Background: an optimization exercise with open tools, aiming at small area and a short achievable clock period. Do not read the settings as production practice.
Power and IR drop assume default switching activity.

==> v3: inputs <==
## rfid_core
module rfid_core (
    input  wire        clk,
    input  wire        rst,
    input  wire        tick,
    input  wire        rx,
    input  wire        cancel_in,
    input  wire        bus_valid,
    input  wire        bus_we,
    input  wire [19:0] bus_addr,
    input  wire [31:0] bus_wdata,
    output reg  [31:0] bus_rdata,
    output wire        pin
);
Settings: LEC_CHECK=0, CAP_MARGIN=20, CORE_MARGIN=2, CORE_UTILIZATION=35, SLEW_MARGIN=20, SYNTH_HIERARCHICAL=1, SYNTH_MINIMUM_KEEP_SIZE=0; clock period 12.0 ns.
standard.sh (not shown) runs the stock make flow with config.mk's settings and CLKGATE_MAP_FILE= SYNTH_SCRIPT=/design/flow/synth_recipe.tcl, a recipe that flattens the netlist after the stock synthesis.
==> flow/flow/run.sh <==
#!/bin/bash
set -euo pipefail
MARGIN=$(cat flow/margin.txt)
bash standard.sh SETUP_SLACK_MARGIN=$MARGIN finish > make_finish.log 2>&1
==> flow/flow/margin.txt <==
8
==> inputs of v30, as changes to v3 <==
--- a/flow/design.v
+++ b/flow/design.v
@@ -27,16 +27,16 @@
   reg [3:0]  duty_a, duty_b;
   reg [15:0] replay_len;
   reg        rx_q;
   reg [31:0] cap_buf   [0:N_MAX-1];
   reg [31:0] replay_buf[0:N_MAX-1];
   wire replay_busy = ph_scan | ph_a | ph_b | ph_gap | ph_set;
   wire ph_timed    = ph_a | ph_b | ph_gap | ph_set;
-  reg lt_a, lt_b;
-  assign pin = out_en & (mode ? (mod_level ? lt_a : lt_b) : mod_level);
+  reg pin_q;
+  assign pin = pin_q;
   wire [31:0] status = {24'd0, cancel_in, pin, mod_level, out_en, cancelled,
                         replay_busy, complete, busy};
   reg [31:0] reg_rd;
   always @* begin
     case (bus_addr[5:2])
       4'h0: reg_rd = {31'd0, mode};
       4'h2: reg_rd = status;
@@ -83,19 +83,20 @@
   wire c_proc  = c_cmd[3];
   wire c_emu   = c_cmd[4];
   wire c_con   = c_cmd[5];
   wire c_coff  = c_cmd[6];
   wire c_moda  = c_cmd[7];
   wire c_modb  = c_cmd[8];
   wire [31:0] d      = replay_buf[r_idx[3:0]];
-  reg         lt;     
+  wire        lt     = r_idx < r_len;
   wire        set_z  = (settle == 32'd0);
   wire        sane   = (sane_min <= d) && (d <= sane_max) && (d[31:1] != 31'd0);
   wire        s_can  = ph_scan & lt & cancel_in;           
-  wire        s_step = ph_scan & lt & ~cancel_in;          
+  wire        s_acc  = ph_scan & lt & ~cancel_in & sane;   
+  wire        s_skip = ph_scan & lt & ~cancel_in & ~sane;  
   wire        s_end  = ph_scan & ~lt;                      
   wire rb1   = replay_busy & ~(s_can & set_z);
   wire idle1 = ~rb1;
   wire oe1   = out_en & ~s_can;
   wire cmd_ok = idle1;
   wire do_start = c_start & cmd_ok & ~busy;
   wire do_stop  = c_stop  & cmd_ok;
@@ -114,43 +115,40 @@
   wire e_run   = edge_ev & busy & ~kill;            
   wire w_run   = e_run & ge_r;                      
   wire w_start = edge_ev & do_start & mp_z;         
   wire cap_full = w_run & (count[3:0] == 4'hF);
   wire [31:0] cap_wdata0 = busy ? edge_ticks : 32'd0;
   wire et_sat = (edge_ticks == 32'hFFFF_FFFF);
   wire [30:0] half   = d[31:1];
-  wire        eq_a   = (r_cnt == {1'b0, half});
-  wire        eq_b   = (r_cnt == {half, 1'b0});
+  wire        eq_h   = (r_cnt == {1'b0, half});
   wire        eq_g   = (r_cnt == gap) | (gap == 32'd0);   
   wire        eq_s   = (r_cnt == settle);
-  wire        a_end  = tick & ph_a & eq_a;
-  wire        b_end  = tick & ph_b & eq_b;
+  wire        a_end  = tick & ph_a & eq_h;
+  wire        b_end  = tick & ph_b & eq_h;
   wire        g_end  = tick & ph_gap & eq_g;
   wire        st_end = tick & ph_set & eq_s;
   wire        half1  = (d[31:2] == 30'd0);            
   wire        gap1   = (gap[31:1] == 31'd0);           
   wire        set1   = (settle == 32'd1);
-  wire        sa1    = tick & half1;                   
+  wire        sa_end = tick & s_acc & half1;           
   wire        se_end = tick & s_end & gap1;            
   wire        sc_end = tick & s_can & set1;            
   wire        ge_any = g_end | se_end;                 
   wire        g_can  = ge_any & cancel_in;             
   wire        g_scan = ge_any & ~cancel_in;            
   reg        busy_n, complete_n;
   reg [4:0]  count_n;
   reg [31:0] edge_ticks_n;
   reg        out_en_n, mod_level_n;
   reg [2:0]  c_phase_n;
   reg        ph_scan_n, ph_a_n, ph_b_n, ph_gap_n, ph_set_n;
   reg [4:0]  r_idx_n, r_len_n;
-  reg        lt_n;
   reg [31:0] r_cnt_n;
   reg        cancelled_n;
   reg [31:0] pass_count_n;
-  wire       lt_inc = (r_idx + 5'd1 < r_len);
   always @* begin
     busy_n     = busy ? ~kill : do_start;
     complete_n = complete;
     count_n    = count;
     if (do_start) begin
       complete_n = 1'b0;
       count_n    = {4'd0, w_start};
@@ -160,88 +158,69 @@
     if (cap_full) begin
       busy_n     = 1'b0;
       complete_n = 1'b1;
     end
     if (e_run | do_start) edge_ticks_n = {31'd0, tick};
     else if (tick & ~et_sat) edge_ticks_n = edge_ticks + 32'd1;
     else edge_ticks_n = edge_ticks;
-    ph_scan_n = (ph_scan & ~s_can & ~s_end) | do_emu | b_end | g_scan;
-    ph_a_n    = ph_a & ~a_end;
-    ph_b_n    = (ph_b & ~b_end) | a_end;
+    ph_scan_n = (ph_scan & ~s_can & ~s_acc & ~s_end) | do_emu | b_end | g_scan;
+    ph_a_n    = (ph_a & ~a_end) | (s_acc & ~sa_end);
+    ph_b_n    = (ph_b & ~b_end) | a_end | sa_end;
     ph_gap_n  = (ph_gap & ~g_end) | (s_end & ~se_end);
     ph_set_n  = (ph_set & ~st_end) | (s_can & ~set_z & ~sc_end) |
                 (g_can & ~set_z);
     r_idx_n = r_idx;
-    if (b_end) r_idx_n = r_idx + 5'd1;
+    if (s_skip | b_end) r_idx_n = r_idx + 5'd1;
     if (do_emu | g_scan) r_idx_n = 5'd0;
     r_len_n = r_len;
     if (do_emu) r_len_n = replay_len[4:0];
-    lt_n = lt;
-    if (b_end) lt_n = lt_inc;
-    if (g_scan) lt_n = (r_len != 5'd0);
-    if (do_emu) lt_n = (replay_len[4:0] != 5'd0);
-    if (g_can) r_cnt_n = 32'd1;
-    else if (ph_scan) r_cnt_n = tick ? 32'd2 : 32'd1;
+    if (a_end | sa_end | g_can) r_cnt_n = 32'd1;
+    else if (s_acc | s_can | s_end) r_cnt_n = tick ? 32'd2 : 32'd1;
     else if (tick) r_cnt_n = r_cnt + 32'd1;
     else r_cnt_n = r_cnt;
     cancelled_n = cancelled;
     if (s_can) cancelled_n = 1'b1;
     if (do_emu) cancelled_n = 1'b0;
     if (g_can) cancelled_n = 1'b1;
     pass_count_n = pass_count;
     if (s_end && pass_count != 32'hFFFF_FFFF) pass_count_n = pass_count + 32'd1;
     if (do_emu) pass_count_n = 32'd0;
     out_en_n    = out_en;
     mod_level_n = mod_level;
     c_phase_n   = c_phase;
-    if ((do_start & mode) | do_con) begin
+    if (s_acc | (do_start & mode) | do_con) begin
       if (!oe1) c_phase_n = 3'd0;
     end
     if (s_can | s_end | do_stop | do_coff) begin
       out_en_n    = 1'b0;
       mod_level_n = 1'b0;
     end
-    if (do_start & mode) begin
+    if (s_acc | (do_start & mode)) begin
       out_en_n    = 1'b1;
       mod_level_n = 1'b1;
     end
     if (do_con)  out_en_n    = 1'b1;
     if (do_moda) mod_level_n = 1'b1;
     if (do_modb) mod_level_n = 1'b0;
     if (tick & out_en_n) c_phase_n = c_phase_n + 3'd1;
-    if (a_end) begin
+    if (a_end | sa_end) begin
       out_en_n    = 1'b1;
       mod_level_n = 1'b0;
     end
     if (g_can) begin
       out_en_n    = 1'b0;
       mod_level_n = 1'b0;
     end
   end
   wire       wr_cfg  = cfg_ok;
+  wire       mode_n  = (wr_cfg & w_reg[0])  ? bus_wdata[0]    : mode;
   wire [3:0] duty_an = (wr_cfg & w_reg[11]) ? bus_wdata[3:0]  : duty_a;
   wire [3:0] duty_bn = (wr_cfg & w_reg[11]) ? bus_wdata[11:8] : duty_b;
-  wire lt_an = ({1'b0, c_phase_n} < duty_an);
-  wire lt_bn = ({1'b0, c_phase_n} < duty_bn);
-  wire [2:0] c_acc  = (out_en ? c_phase : 3'd0) + {2'd0, tick};
-  wire [2:0] c_skip = c_phase + {2'd0, tick & out_en};
-  wire       sel_a  = s_step & sane;
-  wire       sel_k  = s_step & ~sane;
-  wire       ph_scan_f = s_step ? ~sane : ph_scan_n;
-  wire       ph_a_f    = s_step ? (sane & ~sa1) : ph_a_n;
-  wire       ph_b_f    = s_step ? (sane & sa1) : ph_b_n;
-  wire [4:0] r_idx_f   = sel_k ? r_idx + 5'd1 : sel_a ? r_idx : r_idx_n;
-  wire       lt_f      = sel_k ? lt_inc : sel_a ? 1'b1 : lt_n;
-  wire       out_en_f  = sel_a ? 1'b1 : sel_k ? out_en : out_en_n;
-  wire       mod_lvl_f = sel_a ? ~sa1 : sel_k ? mod_level : mod_level_n;
-  wire [2:0] c_phase_f = sel_a ? c_acc : sel_k ? c_skip : c_phase_n;
-  wire       lt_a_f    = sel_a ? ({1'b0, c_acc} < duty_a) :
-                         sel_k ? ({1'b0, c_skip} < duty_a) : lt_an;
-  wire       lt_b_f    = sel_a ? ({1'b0, c_acc} < duty_b) :
-                         sel_k ? ({1'b0, c_skip} < duty_b) : lt_bn;
+  wire [3:0] duty_sn = mod_level_n ? duty_an : duty_bn;
+  wire pin_n = out_en_n & (mode_n ? ({1'b0, c_phase_n} < duty_sn) : mod_level_n);
   always @(posedge clk) begin
     if (rst) begin
       mode       <= 1'b0;
       busy       <= 1'b0;
       complete   <= 1'b0;
       count      <= 5'd0;
       edge_ticks <= 32'd0;
@@ -251,46 +230,43 @@
       ph_scan    <= 1'b0;
       ph_a       <= 1'b0;
       ph_b       <= 1'b0;
       ph_gap     <= 1'b0;
       ph_set     <= 1'b0;
       r_idx      <= 5'd0;
       r_len      <= 5'd0;
-      lt         <= 1'b0;
       r_cnt      <= 32'd0;
       cancelled  <= 1'b0;
       pass_count <= 32'd0;
       min_pulse  <= 32'd100;
       silence    <= 32'd20000;
       sane_min   <= 32'd100;
       sane_max   <= 32'd50000;
       gap        <= 32'd10000;
       settle     <= 32'd200000;
       duty_a     <= 4'd4;
       duty_b     <= 4'd0;
       replay_len <= 16'd0;
       rx_q       <= rx;
-      lt_a       <= 1'b1;
-      lt_b       <= 1'b0;
+      pin_q      <= 1'b0;
     end else begin
       busy       <= busy_n;
       complete   <= complete_n;
       count      <= count_n;
       edge_ticks <= edge_ticks_n;
-      out_en     <= out_en_f;
-      mod_level  <= mod_lvl_f;
-      c_phase    <= c_phase_f;
-      ph_scan    <= ph_scan_f;
-      ph_a       <= ph_a_f;
-      ph_b       <= ph_b_f;
+      out_en     <= out_en_n;
+      mod_level  <= mod_level_n;
+      c_phase    <= c_phase_n;
+      ph_scan    <= ph_scan_n;
+      ph_a       <= ph_a_n;
+      ph_b       <= ph_b_n;
       ph_gap     <= ph_gap_n;
       ph_set     <= ph_set_n;
-      r_idx      <= r_idx_f;
+      r_idx      <= r_idx_n;
       r_len      <= r_len_n;
-      lt         <= lt_f;
       r_cnt      <= r_cnt_n;
       cancelled  <= cancelled_n;
       pass_count <= pass_count_n;
       rx_q       <= rx;
       if (cfg_ok) begin
         if (w_reg[0])  mode       <= bus_wdata[0];
         if (w_reg[5])  min_pulse  <= bus_wdata;
@@ -301,16 +277,15 @@
         if (w_reg[10]) settle     <= bus_wdata;
         if (w_reg[11]) begin
           duty_a <= bus_wdata[3:0];
           duty_b <= bus_wdata[11:8];
         end
         if (w_reg[12]) replay_len <= bus_wdata[15:0];
       end
-      lt_a <= lt_a_f;
-      lt_b <= lt_b_f;
+      pin_q <= pin_n;
     end
   end
   genvar gi;
   generate
     for (gi = 0; gi < N_MAX; gi = gi + 1) begin : g_rep
       always @(posedge clk)
         if (!rst && w_rep[gi] && idle1) replay_buf[gi] <= bus_wdata;
==> comparison table <==
quantity	v30	v3
Outcome	complete, no violations	complete, no violations
Mapped Cells	5394	5469
Path length in cells of the critical path	25	18
Total Wirelength	349000 um	348000 um
Vias per cell	6.95	6.91
Non-clock buffers, area share	0.123	0.139
Type of the setup path with the least slack	reg -> reg	in -> reg
Setup Buffers After CTS	302	288
Width of the die	428 um	430 um
Estimated wirelength of the detail-placed design	170000 um	178000 um
Critical path required time	12.73 ns	12.54 ns
Tapcells inserted	2355	2370
Netlist Area Pre-Place	62800 um2	63600 um2
Final design instance area without fill	84500 um2	86400 um2
Insertion delay of the later-clocked pin in the worst-skew pair	0.86 ns	0.84 ns
Nature of the critical path startpoint	flop	primary input
Post-Place Worst Slack	4.21 ns	4.63 ns
Clock skew	0.0411 ns	0.0556 ns
Row count	155	156
Transition time at the pin with the least slew margin	1.33 ns	1.19 ns
Met2 Use GR	0.502	0.484
GR met1 Demand/Resource	0.414	0.415
Switching power	2.45 mW	2.67 mW
Logic gate share of total power	0.047	0.078
Post-DP Area	67000 um2	67900 um2
Function was not checked in any run of this note: the RTL went through the layout flow alone.

-- afterwards: timing with drivers on the ports --
In the flow no input, the clock included, has a driving cell. The finished layouts below were timed again as built, in two steps. Step 1 (the two cells are an assumption about what drives the block):
set clk [get_ports {clk}]
set_driving_cell -lib_cell sky130_fd_sc_hd__clkbuf_16 $clk
set_driving_cell -lib_cell sky130_fd_sc_hd__buf_2 [delete_from_list [all_inputs] $clk]
Step 2, shift: input delay + t, output delay - t, t = (earliest + latest rising clock arrival at the registers) / 2. This alone moves slack from input paths to output paths. Slacks: ideal ports / drivers / drivers and shift; pairs: ideal ports / drivers.
run	t, ns	slack for setup (ns)	worst hold slack (ns)	worst setup path at the end	clock arrival spread, ns
v3	0.904	6.691 / 6.751 / 5.847	0.481 / 0.481 / 0.481	input to register	0.056 / 0.056
v30	0.927	5.815 / 5.815 / 5.187	0.482 / 0.482 / 0.482	input to register	0.041 / 0.041
After both steps every run listed still meets setup and hold. The setup slack of v3, which loses most, moves by +0.060 ns with the drivers and by -0.844 ns with both steps.
